Background: an optimization exercise with open tools, aiming at small area, a short achievable clock period and few clock cycles. Do not read the settings as production practice. Where RTL was checked, it was by simulation tests only, not by an equivalence proof against the original. Power figures rest on the tool's default switching activity, not on a simulated workload.

## rk_gpio
module rk_gpio (
    input              clk,
    input              rst,
    input              cmd_valid,
    output             cmd_ready,
    input      [31:0]  cmd_desc,
    input      [31:0]  cmd_data,
    output             rsp_valid,
    output     [2:0]   rsp_status,
    output     [31:0]  rsp_data,
    output             disp_valid,
    output     [7:0]   disp_irq,
    output             disp_exit,
    input      [63:0]  pad_in,
    output     [63:0]  pad_out,
    output     [63:0]  pad_oe,
    output     [63:0]  pull_en,
    output     [1:0]   bank_irq
);
Settings: LEC_CHECK=0, CAP_MARGIN=10, CORE_MARGIN=2, CORE_UTILIZATION=50, CTS_BUF_LIST=sky130_fd_sc_hd__clkbuf_16, CTS_CLUSTER_DIAMETER=100, CTS_CLUSTER_SIZE=20, SLEW_MARGIN=10; clock period 10.0 ns.
standard.sh (not shown) runs the stock make flow with config.mk's settings and CLKGATE_MAP_FILE= SYNTH_SCRIPT=/design/flow/synth_recipe.tcl, a recipe that flattens the netlist after the stock synthesis.
==> flow/flow/run.sh <==
#!/bin/bash
# The standard layout (the standard.sh, unchanged synthesis), with a timing
# repair target below the clock period, port buffers that are plain buffers,
# and cell sizing not held to the same footprint.
set -euo pipefail
bash standard.sh synth > synth.log 2>&1
bash standard.sh SETUP_SLACK_MARGIN=6.6 MATCH_CELL_FOOTPRINT=0 \
    "BUFFER_PORTS_ARGS=-buffer_cell sky130_fd_sc_hd__buf_1" finish > layout.log 2>&1
Testbench counts at the start, summed over its fixed seeds: cycles 5,593.
Rerun with:
--- a/flow/flow/run.sh
+++ b/flow/flow/run.sh
@@ -7 +7 @@
-bash standard.sh SETUP_SLACK_MARGIN=6.6 MATCH_CELL_FOOTPRINT=0 \
+bash standard.sh SETUP_SLACK_MARGIN=6.7 MATCH_CELL_FOOTPRINT=0 \
Settings changed: CORE_UTILIZATION 50 to 55.
Flip-flop and latch count does not change.
Combinational power barely changes.
Wire length falls by a few percent.
Global-route usage came out higher by 3.1 points.
Sequential share of layout area decreases by 0.21 points.
Utilization came out higher by 5.9 points.
Clock-buffer cell count is higher by 1.
Rerun with:
--- a/flow/flow/run.sh
+++ b/flow/flow/run.sh
@@ -7 +7 @@
-bash standard.sh SETUP_SLACK_MARGIN=6.7 MATCH_CELL_FOOTPRINT=0 \
+bash standard.sh SETUP_SLACK_MARGIN=6.5 MATCH_CELL_FOOTPRINT=0 \
Settings changed: CORE_UTILIZATION 55 to 50, PLACE_DENSITY set to 0.75.
Result: The new run completed, yet does not pass: max-capacitance violations, max-slew violations. Register-to-register slack degrades by 0.31 ns. Clock power hardly moves. Die area grows by about 10%. Routed wire length shrinks by 4.9%.
Rerun with:
--- a/flow/flow/run.sh
+++ b/flow/flow/run.sh
@@ -7 +7 @@
-bash standard.sh SETUP_SLACK_MARGIN=6.5 MATCH_CELL_FOOTPRINT=0 \
+bash standard.sh SETUP_SLACK_MARGIN=6.7 MATCH_CELL_FOOTPRINT=0 \
Settings changed: CTS_CLUSTER_SIZE 20 to 24, PLACE_DENSITY 0.75 to unset.
Result: The changed run completed without violations; sequential share of layout area drops by 1.6 points; combinational power grows by roughly a tenth; die area stays the same; flip-flop and latch count is unchanged.

* * *

Setup of violet:
Another version of the RTL of rk_gpio (not shown whole).
For scale: about 4400 cells after synthesis, roughly 44000 um2 of cells after synthesis.
Settings: LEC_CHECK=0, CAP_MARGIN=20, CORE_MARGIN=2, CORE_UTILIZATION=55, CTS_BUF_LIST=sky130_fd_sc_hd__clkbuf_16, CTS_CLUSTER_DIAMETER=100, CTS_CLUSTER_SIZE=20, SLEW_MARGIN=20; clock period 10.0 ns.
==> flow/flow/run.sh <==
#!/bin/bash
# The standard layout (the standard.sh, unchanged synthesis), with a timing
# repair target below the clock period, port buffers that are plain buffers,
# and cell sizing not held to the same footprint.
set -euo pipefail
bash standard.sh synth > synth.log 2>&1
bash standard.sh SETUP_SLACK_MARGIN=6.6 MATCH_CELL_FOOTPRINT=0 \
    "BUFFER_PORTS_ARGS=-buffer_cell sky130_fd_sc_hd__buf_1" finish > layout.log 2>&1
violet finished every step from synthesis to the final layout, and the layout passed the timing, DRC and antenna checks.
Testbench counts of violet, summed over its fixed seeds: cycles 5,593.
Relative to violet, the following input files were edited for lagoon:
--- a/flow/flow/run.sh
+++ b/flow/flow/run.sh
@@ -5,4 +5,4 @@
 set -euo pipefail
 bash standard.sh synth > synth.log 2>&1
-bash standard.sh SETUP_SLACK_MARGIN=6.6 MATCH_CELL_FOOTPRINT=0 \
+bash standard.sh SETUP_SLACK_MARGIN=6.8 MATCH_CELL_FOOTPRINT=0 \
     "BUFFER_PORTS_ARGS=-buffer_cell sky130_fd_sc_hd__buf_1" finish > layout.log 2>&1
--- a/flow/config.mk
+++ b/flow/config.mk
@@ -8,5 +8,5 @@
 export CAP_MARGIN = 20
 export CORE_MARGIN = 2
-export CORE_UTILIZATION = 55
+export CORE_UTILIZATION = 50
 export CTS_BUF_LIST = sky130_fd_sc_hd__clkbuf_16
 export CTS_CLUSTER_DIAMETER = 100
[summary]
- lagoon: all stages complete, timing, DRC and antenna checks passed
- Lower part of the total power dissipated in the clock network was reported by lagoon, not violet.
- As far as post-synthesis compound-gate area fraction goes, lagoon and violet are indistinguishable; the numbers are identical.
- From violet to lagoon the numbers moved as follows: detailed placement HPWL increased by about 4% relative to the old numbers, site row count climbed about 5%, fmax saw an increase, routability congestion estimate rose 0.016.
- Final-report max-slew violation count came out exactly the same in lagoon and violet.
- | final-stage net count | higher: lagoon |
- Looking at number of well taps, lagoon sits above violet.
- Diff violet -> lagoon | cell area | increase of 6.9%
- The number of hold-repair buffers added at the cts stage on lagoon is in line with that on violet.

* * *

Another version of the RTL of rk_gpio (not shown whole).
For scale: ~4,900 cells after synthesis, roughly 900 flip-flops, ~370 I/O pins.
clock: 10.0 ns
lec_check: 0
cap_margin: 20
core_margin: 2
core_utilization: 50
cts_buf_list: sky130_fd_sc_hd__clkbuf_16
cts_cluster_diameter: 100
cts_cluster_size: 20
slew_margin: 20
==> flow/flow/run.sh <==
#!/bin/bash
# The standard layout (the standard.sh, unchanged synthesis), with a timing
# repair target below the clock period, port buffers that are plain buffers,
# and cell sizing not held to the same footprint.
set -euo pipefail
bash standard.sh synth > synth.log 2>&1
bash standard.sh SETUP_SLACK_MARGIN=6.7 MATCH_CELL_FOOTPRINT=0 \
    "BUFFER_PORTS_ARGS=-buffer_cell sky130_fd_sc_hd__buf_1" finish > layout.log 2>&1
Then changed:
- CORE_UTILIZATION: 50 -> 55
The changed run finished with timing, DRC and antenna clean. Count of clock-buffer cells in the layout came out higher by 1. Die area shrinks by 9.0%. Wire length fell by 4.8%. Worst setup slack improved by 0.024 ns. Cell count shrinks by 1.3%. Critical path depth does not change. Total power barely changes. Global-route usage goes up by 2.1 points.
Function was not checked in any run of this note: the RTL went through the layout flow alone.

* * *

v6:
rk_gpio, a different RTL version from the one above (not shown whole).
Size in the first run: about 910 flip-flops.
clock: 10.0 ns
lec_check: 0
cap_margin: 20
core_margin: 2
core_utilization: 50
slew_margin: 20
==> flow/flow/run.sh <==
#!/bin/bash
# The standard layout (the standard.sh, unchanged synthesis), with a timing
# repair target below the clock period, port buffers that are plain buffers,
# and cell sizing not held to the same footprint.
set -euo pipefail
bash standard.sh synth > synth.log 2>&1
bash standard.sh SETUP_SLACK_MARGIN=6.5 MATCH_CELL_FOOTPRINT=0 \
    "BUFFER_PORTS_ARGS=-buffer_cell sky130_fd_sc_hd__buf_2" finish > layout.log 2>&1
Setup changes, v6 to v7
# v6
export LEC_CHECK = 0
export CAP_MARGIN = 20
export CORE_MARGIN = 2
export CORE_UTILIZATION = 50
export SLEW_MARGIN = 20
create_clock -name core_clock -period 10.0 [get_ports {clk}]
# v7
export LEC_CHECK = 0
export CAP_MARGIN = 20
export CORE_MARGIN = 2
export CORE_UTILIZATION = 50
export SETUP_SLACK_MARGIN = 5
export SLEW_MARGIN = 20
create_clock -name core_clock -period 10.0 [get_ports {clk}]
==> flow/run.sh (new file) <==
#!/bin/bash
# synth_recipe.tcl (not shown) runs the flow's synth.tcl, then flattens the netlist and writes it again
# the make line also repeats each setting of config.mk as NAME=value (left out here)
make -C /OpenROAD-flow-scripts/flow DESIGN_CONFIG=/design/flow/config.mk WORK_HOME=/design/flow/orfs CLKGATE_MAP_FILE= SYNTH_SCRIPT=/design/flow/synth_recipe.tcl finish
removed: flow/flow/run.sh
removed: flow/standard.sh
==> comparison <==
- Max relative contribution of the clock network to total power across v6 and v7: v7
- v7 vs v6: leakage component of the power down by a few percent
- Delta (v7 minus v6): power picked up an extra 170 uW, fmax lost 24%, final standard cell count with taps included and fillers excluded lost 41, adder-cell share of the synthesized area neither gained nor lost much.
No run of this note included a check of the RTL's function; only the layout flow was run.

* * *

rk_gpio, a different RTL version from the one above (not shown whole).
Size: ~4,500 cells after synthesis, ~900 flip-flops, about 370 I/O pins.
==> flow/design.v (excerpt) <==
module rk_gpio (
    input              clk,
    input              rst,
    input              cmd_valid,
    output             cmd_ready,
    input      [31:0]  cmd_desc,
    input      [31:0]  cmd_data,
    output             rsp_valid,
    output     [2:0]   rsp_status,
    output     [31:0]  rsp_data,
    output             disp_valid,
    output     [7:0]   disp_irq,
    output             disp_exit,
    input      [63:0]  pad_in,
    output     [63:0]  pad_out,
    output     [63:0]  pad_oe,
    output     [63:0]  pull_en,
    output     [1:0]   bank_irq
);
    localparam ST_OK = 3'd0, ST_RANGE = 3'd1, ST_TRIG = 3'd2, ST_PULL = 3'd3,
               ST_MALFORMED = 3'd5, ST_INVREG = 3'd6, ST_GATED = 3'd7;
    wire [7:0]  op  = cmd_desc[31:24];
    wire [3:0]  fa  = cmd_desc[23:20];
    wire [3:0]  fz  = cmd_desc[19:16];
    wire [15:0] pin = cmd_desc[15:0];
    wire [7:0]  fb  = cmd_desc[15:8];
    wire [7:0]  fr  = cmd_desc[7:0];
    wire o_rd   = (op == 8'h01), o_wr  = (op == 8'h02), o_sb  = (op == 8'h03);
    wire o_wm   = (op == 8'h04) | (op == 8'h05);
    wire o_sdir = (op == 8'h10), o_slev = (op == 8'h11), o_glev = (op == 8'h12);
    wire o_pull = (op == 8'h13), o_trig = (op == 8'h14), o_req  = (op == 8'h15);
    wire o_toirq = (op == 8'h16);
    wire o_ien  = (op == 8'h20), o_idis = (op == 8'h21), o_iack = (op == 8'h22);
    wire o_wake = (op == 8'h23);
    wire o_dmx  = (op == 8'h30), o_susp = (op == 8'h40), o_res  = (op == 8'h41);
    wire o_reg  = o_rd | o_wr | o_sb;
    wire o_pin  = o_sdir | o_slev | o_glev | o_pull | o_trig | o_req | o_toirq |
                  o_ien | o_idis | o_iack | o_wake;
    wire known  = o_reg | o_wm | o_pin | o_dmx | o_susp | o_res;
  ...
==> flow/config.mk <==
export PLATFORM = sky130hd
export DESIGN_NAME = rk_gpio
export DESIGN_NICKNAME = rk_gpio
export VERILOG_FILES = /design/flow/design.v
export SDC_FILE = /design/flow/constraint.sdc
export NUM_CORES = 8
export LEC_CHECK = 0
export CAP_MARGIN = 20
export CORE_MARGIN = 2
export CORE_UTILIZATION = 50
export CTS_BUF_LIST = sky130_fd_sc_hd__clkbuf_8
export CTS_CLUSTER_DIAMETER = 60
export CTS_CLUSTER_SIZE = 12
export SLEW_MARGIN = 20
==> flow/constraint.sdc <==
create_clock -name core_clock -period 10.0 [get_ports {clk}]
set_input_delay 2.0000 -clock core_clock [delete_from_list [all_inputs] [get_ports {clk}]]
set_output_delay 2.0000 -clock core_clock [all_outputs]
set_load 0.01 [all_outputs]
==> flow/flow/run.sh <==
#!/bin/bash
# The standard layout (the standard.sh, unchanged synthesis), with a timing
# repair target below the clock period, port buffers that are plain buffers,
# and cell sizing not held to the same footprint.
set -euo pipefail
bash standard.sh synth > synth.log 2>&1
bash standard.sh SETUP_SLACK_MARGIN=6.5 MATCH_CELL_FOOTPRINT=0 \
    "BUFFER_PORTS_ARGS=-buffer_cell sky130_fd_sc_hd__buf_2" finish > layout.log 2>&1
The first run completed without violations.
Testbench counts at the start, summed over its fixed seeds: cycles 5,593.
Then changed:
CTS_BUF_LIST = sky130_fd_sc_hd__clkbuf_16   (was sky130_fd_sc_hd__clkbuf_8)
CTS_CLUSTER_DIAMETER = 100   (was 60)
CTS_CLUSTER_SIZE = 20   (was 12)
What happened:
- core utilization falls by 1.0 points
- fmax rises slightly
- sequential share of layout area rises by 0.90 points
Then changed:
--- a/flow/flow/run.sh
+++ b/flow/flow/run.sh
@@ -6,3 +6,3 @@
 bash standard.sh synth > synth.log 2>&1
-bash standard.sh SETUP_SLACK_MARGIN=6.5 MATCH_CELL_FOOTPRINT=0 \
-    "BUFFER_PORTS_ARGS=-buffer_cell sky130_fd_sc_hd__buf_2" finish > layout.log 2>&1
+bash standard.sh SETUP_SLACK_MARGIN=6.5 MATCH_CELL_FOOTPRINT=0 RECOVER_POWER=100 \
+    "BUFFER_PORTS_ARGS=-buffer_cell sky130_fd_sc_hd__buf_1" finish > layout.log 2>&1
CAP_MARGIN = 10   (was 20)
SLEW_MARGIN = 10   (was 20)
=> With this change the flow completed, yet does not pass: capacitance limit, slew limit. Final area came out lower by about 1.7%. Cell count hardly moves. Combinational power barely changes. Sequential share of layout area is higher by 0.87 points. Register-to-register slack loses 3400 ps.

what the ideal ports hide:
The results above use ideal ports. As a check the final layouts listed here were re-extracted and re-timed, cells and wires unchanged. Step 1: set_driving_cell puts a clkbuf_16 on clk and a buf_2 on each other input, an assumption about the parent block. Step 2 moves the port delays by t, midway between the first and last clock arrival at a register: inputs arrive t later, outputs are due t later. That takes back most of the time a late clock gives input paths. Three values: no drivers, after step 1, after step 2; two values: the first two.
run	t (ns)	setup slack, ns	worst setup path after step 2	slew at the worst register clock pin (ns)
the first run of note 1	0.738	6.552 / 6.487 / 6.011	input to register	0.10 / 0.10
the second run of note 1	0.726	6.552 / 6.475 / 6.123	input to register	0.10 / 0.10
the third run of note 1	0.734	6.287 / 6.287 / 5.906	input to register	0.10 / 0.10
the fourth run of note 1	0.738	6.579 / 6.505 / 6.117	input to register	0.12 / 0.12
violet	0.751	6.300 / 6.300 / 5.789	input to register	0.10 / 0.10
lagoon	0.740	6.551 / 6.477 / 6.090	input to register	0.10 / 0.10
the first run of note 3	0.755	6.374 / 6.374 / 5.882	input to register	0.10 / 0.10
the second run of note 3	0.748	6.397 / 6.397 / 5.963	input to register	0.10 / 0.10
v6	0.769	6.342 / 6.342 / 5.962	input to register	0.07 / 0.07
v7	0.778	5.193 / 5.193 / 5.193	register to register	0.07 / 0.07
the first run of note 5	0.893	6.364 / 6.290 / 5.885	input to register	0.10 / 0.10
the second run of note 5	0.770	6.423 / 6.405 / 5.995	input to register	0.10 / 0.10
the third run of note 5	0.748	3.035 / 3.035 / 3.035	register to register	0.10 / 0.10
For the first run of note 1, which loses most, drivers alone change the setup slack by -0.065 ns; drivers and shift together by -0.541 ns.
